From an optimization exercise on the open Yosys and OpenROAD flow, aimed at small area, a short achievable clock period and few clock cycles; shortcuts taken in it are not production practice. Where RTL was checked, it was by simulation tests only, not by an equivalence proof against the original. Power and IR drop assume default switching activity.

// oac_core
module oac_core (
    input  wire        clk,
    input  wire        rst,           
    input  wire [31:0] stack_init,    
    output reg         mem_req,
    output reg         mem_we,
    output reg  [6:0]  mem_addr,
    output wire [31:0] mem_wdata,
    input  wire        mem_ready,
    input  wire [31:0] mem_rdata,
    output wire        halted,
    output wire        faulted,
    output reg  [2:0]  fault_kind,
    output wire [31:0] fault_value,
    output wire [31:0] fault_addr,
    input  wire [3:0]  dbg_idx,
    output wire [31:0] dbg_data
);
export LEC_CHECK = 0
export CAP_MARGIN = 20
export CORE_MARGIN = 2
export CORE_UTILIZATION = 40
export SETUP_SLACK_MARGIN = 5
export SLEW_MARGIN = 20
create_clock -name core_clock -period 12.0 [get_ports {clk}]
standard.sh (not shown) runs the stock make flow with config.mk's settings and CLKGATE_MAP_FILE= SYNTH_SCRIPT=/design/flow/synth_recipe.tcl, a recipe that flattens the netlist after the stock synthesis.
==> flow/flow/run.sh <==
#!/bin/bash
# Standard layout, with plain buf_1 cells as the port buffers (ORFS otherwise
# picks clkdlybuf4s50_1, a slow delay cell). Each ORFS step keeps its own log
# under orfs/logs; make's output goes to flow_make.log.
set -euo pipefail
bash standard.sh "BUFFER_PORTS_ARGS=-buffer_cell sky130_fd_sc_hd__buf_1" finish > flow_make.log 2>&1
==> next run, changes <==
--- a/flow/design.v
+++ b/flow/design.v
@@ -58,57 +58,43 @@
     wire st_oob   = (st[31:7] != 25'd0);
     wire p_ok     = (&st) | (~st_oob & ~(&st[6:0]));    
     wire [7:0] pc1 = pc + 8'd1;
     wire [7:0] pc2 = pc + 8'd2;
     wire jcond = (opc[0] ? fl[0] : fl[1]);               
     wire vf    = (state == S_O1) & is_jzn & ~pc_oob & ~jcond;
     wire fetch = (state == S_F) | vf;
-    reg  [31:0] dbg_r;
-    always @(*) begin
-        case (dbg_idx)
-            4'd0: dbg_r = r0;
-            4'd1: dbg_r = r1;
-            4'd2: dbg_r = r2;
-            4'd3: dbg_r = r3;
-            4'd4: dbg_r = {24'd0, pc};
-            4'd5: dbg_r = t;
-            4'd6: dbg_r = fl;
-            4'd7: dbg_r = sb;
-            default: dbg_r = st;
-        endcase
-    end
-    assign dbg_data    = dbg_r;
+    assign dbg_data    = pv;
     assign fault_value = t;
     assign fault_addr  = sb;
     reg  [3:0]  pidx;
     reg         fpc;           
     wire [1:0]  k = (state == S_FAULT) ? 2'd0 : is_inc ? 2'd1 : is_jc ? 2'd3 : 2'd2;
     wire [7:0]  pc_stmt = {1'b0, a} + {6'd0, k};
+    wire        hlt = (state == S_HALT);
+    wire [3:0]  ridx_p = hlt ? dbg_idx : pidx;   
     reg  [31:0] pv;
     always @(*) begin
-        case (pidx)
+        case (ridx_p)
             4'd0: pv = r0;
             4'd1: pv = r1;
             4'd2: pv = r2;
             4'd3: pv = r3;
-            4'd4: pv = {24'd0, fpc ? pc : pc_stmt};
-            4'd5: pv = {27'd0, opc};
+            4'd4: pv = {24'd0, (fpc | hlt) ? pc : pc_stmt};
+            4'd5: pv = hlt ? t : {27'd0, opc};
             4'd6: pv = fl;
             4'd7: pv = sb;
             default: pv = st;
         endcase
     end
     reg zp, ip, iq, cin;
     reg [1:0] qs;              
     wire [31:0] alu_p = zp ? 32'd0 : (pv ^ {32{ip}});
     wire [31:0] alu_q = (qs == 2'd1) ? t : (qs == 2'd2) ? w : (qs == 2'd3) ? stack_init : 32'd0;
-    wire [31:0] alu_b = alu_q ^ {32{iq}};
-    wire [31:0] res   = alu_p + alu_b + {31'd0, cin};
-    wire        res_z = cin ? (~(alu_p ^ alu_b) == {alu_p[30:0] & alu_b[30:0], 1'b0})
-                            : ( (alu_p ^ alu_b) == {alu_p[30:0] | alu_b[30:0], 1'b0});
+    wire [31:0] res   = alu_p + (alu_q ^ {32{iq}}) + {31'd0, cin};
+    wire        res_z = (res == 32'd0);
     wire        res_n = res[31];
     wire        lt    = res_n ^ ((pv[31] ^ t[31]) & (res_n ^ pv[31]));    
     wire taken = (opc == 5'd17) ?  res_z :
                  (opc == 5'd18) ? ~res_z :
                  (opc == 5'd19) ? (~res_z & ~res_n) : res_n;
     reg        fault_now;
     reg        fv_st;         
After rerunning: The changed run passed the timing, design-rule and antenna checks. Power drops by 10%. Via count drops by 8.9%. Combinational power drops by 9.4%. Cell area drops by 8.9%. Core utilization climbs by 0.13 points. Synthesized area drops by 9.0%. Clock-buffer cell count drops by 3. Global-route usage drops by 2.2 points. Hold slack gets better by 46 ps. Sequential power drops by 15%. Worst setup slack gets worse by 430 ps.
Testbench counts after the change, summed over its fixed seeds: cycles 40,193.
Only the layout flow was run in the first run of this note; the RTL was not checked for function there.

* * *

== the reference run ==
oac_core, a different RTL version from the one above (not shown whole).
Size in the first run: ~2000 cells after synthesis, ~310 flip-flops, roughly 210 I/O pins, roughly 0.019 mm2 of cells after synthesis.
// oac_core
module oac_core (
    input  wire        clk,
    input  wire        rst,           
    input  wire [31:0] stack_init,    
    output reg         mem_req,
    output reg         mem_we,
    output reg  [6:0]  mem_addr,
    output wire [31:0] mem_wdata,
    input  wire        mem_ready,
    input  wire [31:0] mem_rdata,
    output wire        halted,
    output wire        faulted,
    output reg  [2:0]  fault_kind,
    output wire [31:0] fault_value,
    output wire [31:0] fault_addr,
    input  wire [3:0]  dbg_idx,
    output wire [31:0] dbg_data
);
==> flow/config.mk <==
export PLATFORM = sky130hd
export DESIGN_NAME = oac_core
export DESIGN_NICKNAME = oac_core
export VERILOG_FILES = /design/flow/design.v
export SDC_FILE = /design/flow/constraint.sdc
export NUM_CORES = 4
export LEC_CHECK = 0
export CAP_MARGIN = 20
export CORE_MARGIN = 2
export CORE_UTILIZATION = 40
export SETUP_SLACK_MARGIN = 5
export SLEW_MARGIN = 20
==> flow/constraint.sdc <==
create_clock -name core_clock -period 12.0 [get_ports {clk}]
set_input_delay 2.4000 -clock core_clock [delete_from_list [all_inputs] [get_ports {clk}]]
set_output_delay 2.4000 -clock core_clock [all_outputs]
set_load 0.01 [all_outputs]
Scripts as last shown in full above: flow/flow/run.sh
What the trial run does differently from the reference run at the input level:
diff --git a/flow/design.v b/flow/design.v
--- a/flow/design.v
+++ b/flow/design.v
@@ -84,19 +84,20 @@
     end
     assign fault_value = t;
     assign fault_addr  = sb;
     reg zp, ip, iq, cin;
     reg [1:0] qs;              
     wire [31:0] alu_p = zp ? 32'd0 : (pv ^ {32{ip}});
     wire [31:0] alu_q = (qs == 2'd1) ? t : (qs == 2'd2) ? w : (qs == 2'd3) ? stack_init : 32'd0;
     wire [31:0] alu_b = alu_q ^ {32{iq}};
     wire [31:0] res   = alu_p + alu_b + {31'd0, cin};
-    wire        res_z = (res == 32'd0);
+    wire        res_z = cin ? (~(alu_p ^ alu_b) == {alu_p[30:0] & alu_b[30:0], 1'b0})
+                            : ( (alu_p ^ alu_b) == {alu_p[30:0] | alu_b[30:0], 1'b0});
     wire        res_n = res[31];
     wire        lt    = res_n ^ ((pv[31] ^ t[31]) & (res_n ^ pv[31]));    
     wire taken = (opc == 5'd17) ?  res_z :
                  (opc == 5'd18) ? ~res_z :
                  (opc == 5'd19) ? (~res_z & ~res_n) : res_n;
     reg        fault_now;
     reg        fv_st;         
     reg [2:0]  fk_now;
     always @(*) begin
--- outcome ---
Measured against each other, the reference run and the trial run differ in shortest clock period the worst path allows after layout, the lower figure coming from the trial run.
The trial run against the reference run: final design area excluding fillers rose 4.7%, signed area change from the synthesized netlist to the final layout fell 1.9 points, number of gates resized after CTS fell 77%, via count about even.
Diff the reference run -> the trial run | total power after layout | increase of about 0.6%
Function was not checked in any run of this note: the RTL went through the layout flow alone.

[afterwards: timing with drivers on the ports]
The flow's constraints put no driver on any port. The routed layouts listed below were extracted and timed again, unchanged, in two steps.
Step 1 sets driving cells, clkbuf_16 on the clock port and buf_2 on the other inputs (assumed; they add their load-dependent delay and slew).
Step 2 times the ports against the registers' clock, not the clock port: input delays grow and output delays shrink by t, the midpoint of the rising clock arrivals with the driver on.
Three values: ideal ports, drivers, drivers and shift; two values: the first two.
run | t, ns | setup WS [ns] | latest minus earliest clock arrival (ns) | slew at the worst register clock pin (ns) | worst slew at a driven data input, ns
the first run of note 1 | 0.625 | 4.989 / 4.989 / 4.442 | 0.053 / 0.053 | 0.07 / 0.07 | 0.06
the second run of note 1 | 0.625 | 4.559 / 4.581 / 3.955 | 0.039 / 0.039 | 0.07 / 0.07 | 0.08
the reference run | 0.626 | 4.757 / 4.757 / 4.131 | 0.043 / 0.044 | 0.06 / 0.06 | 0.08
the trial run | 0.621 | 5.114 / 5.092 / 4.629 | 0.017 / 0.017 | 0.06 / 0.06 | 0.07
After both steps setup and hold are still met in every run listed. For the reference run, which loses most, drivers alone change the setup slack by 0.000 ns; drivers and shift together by -0.626 ns.
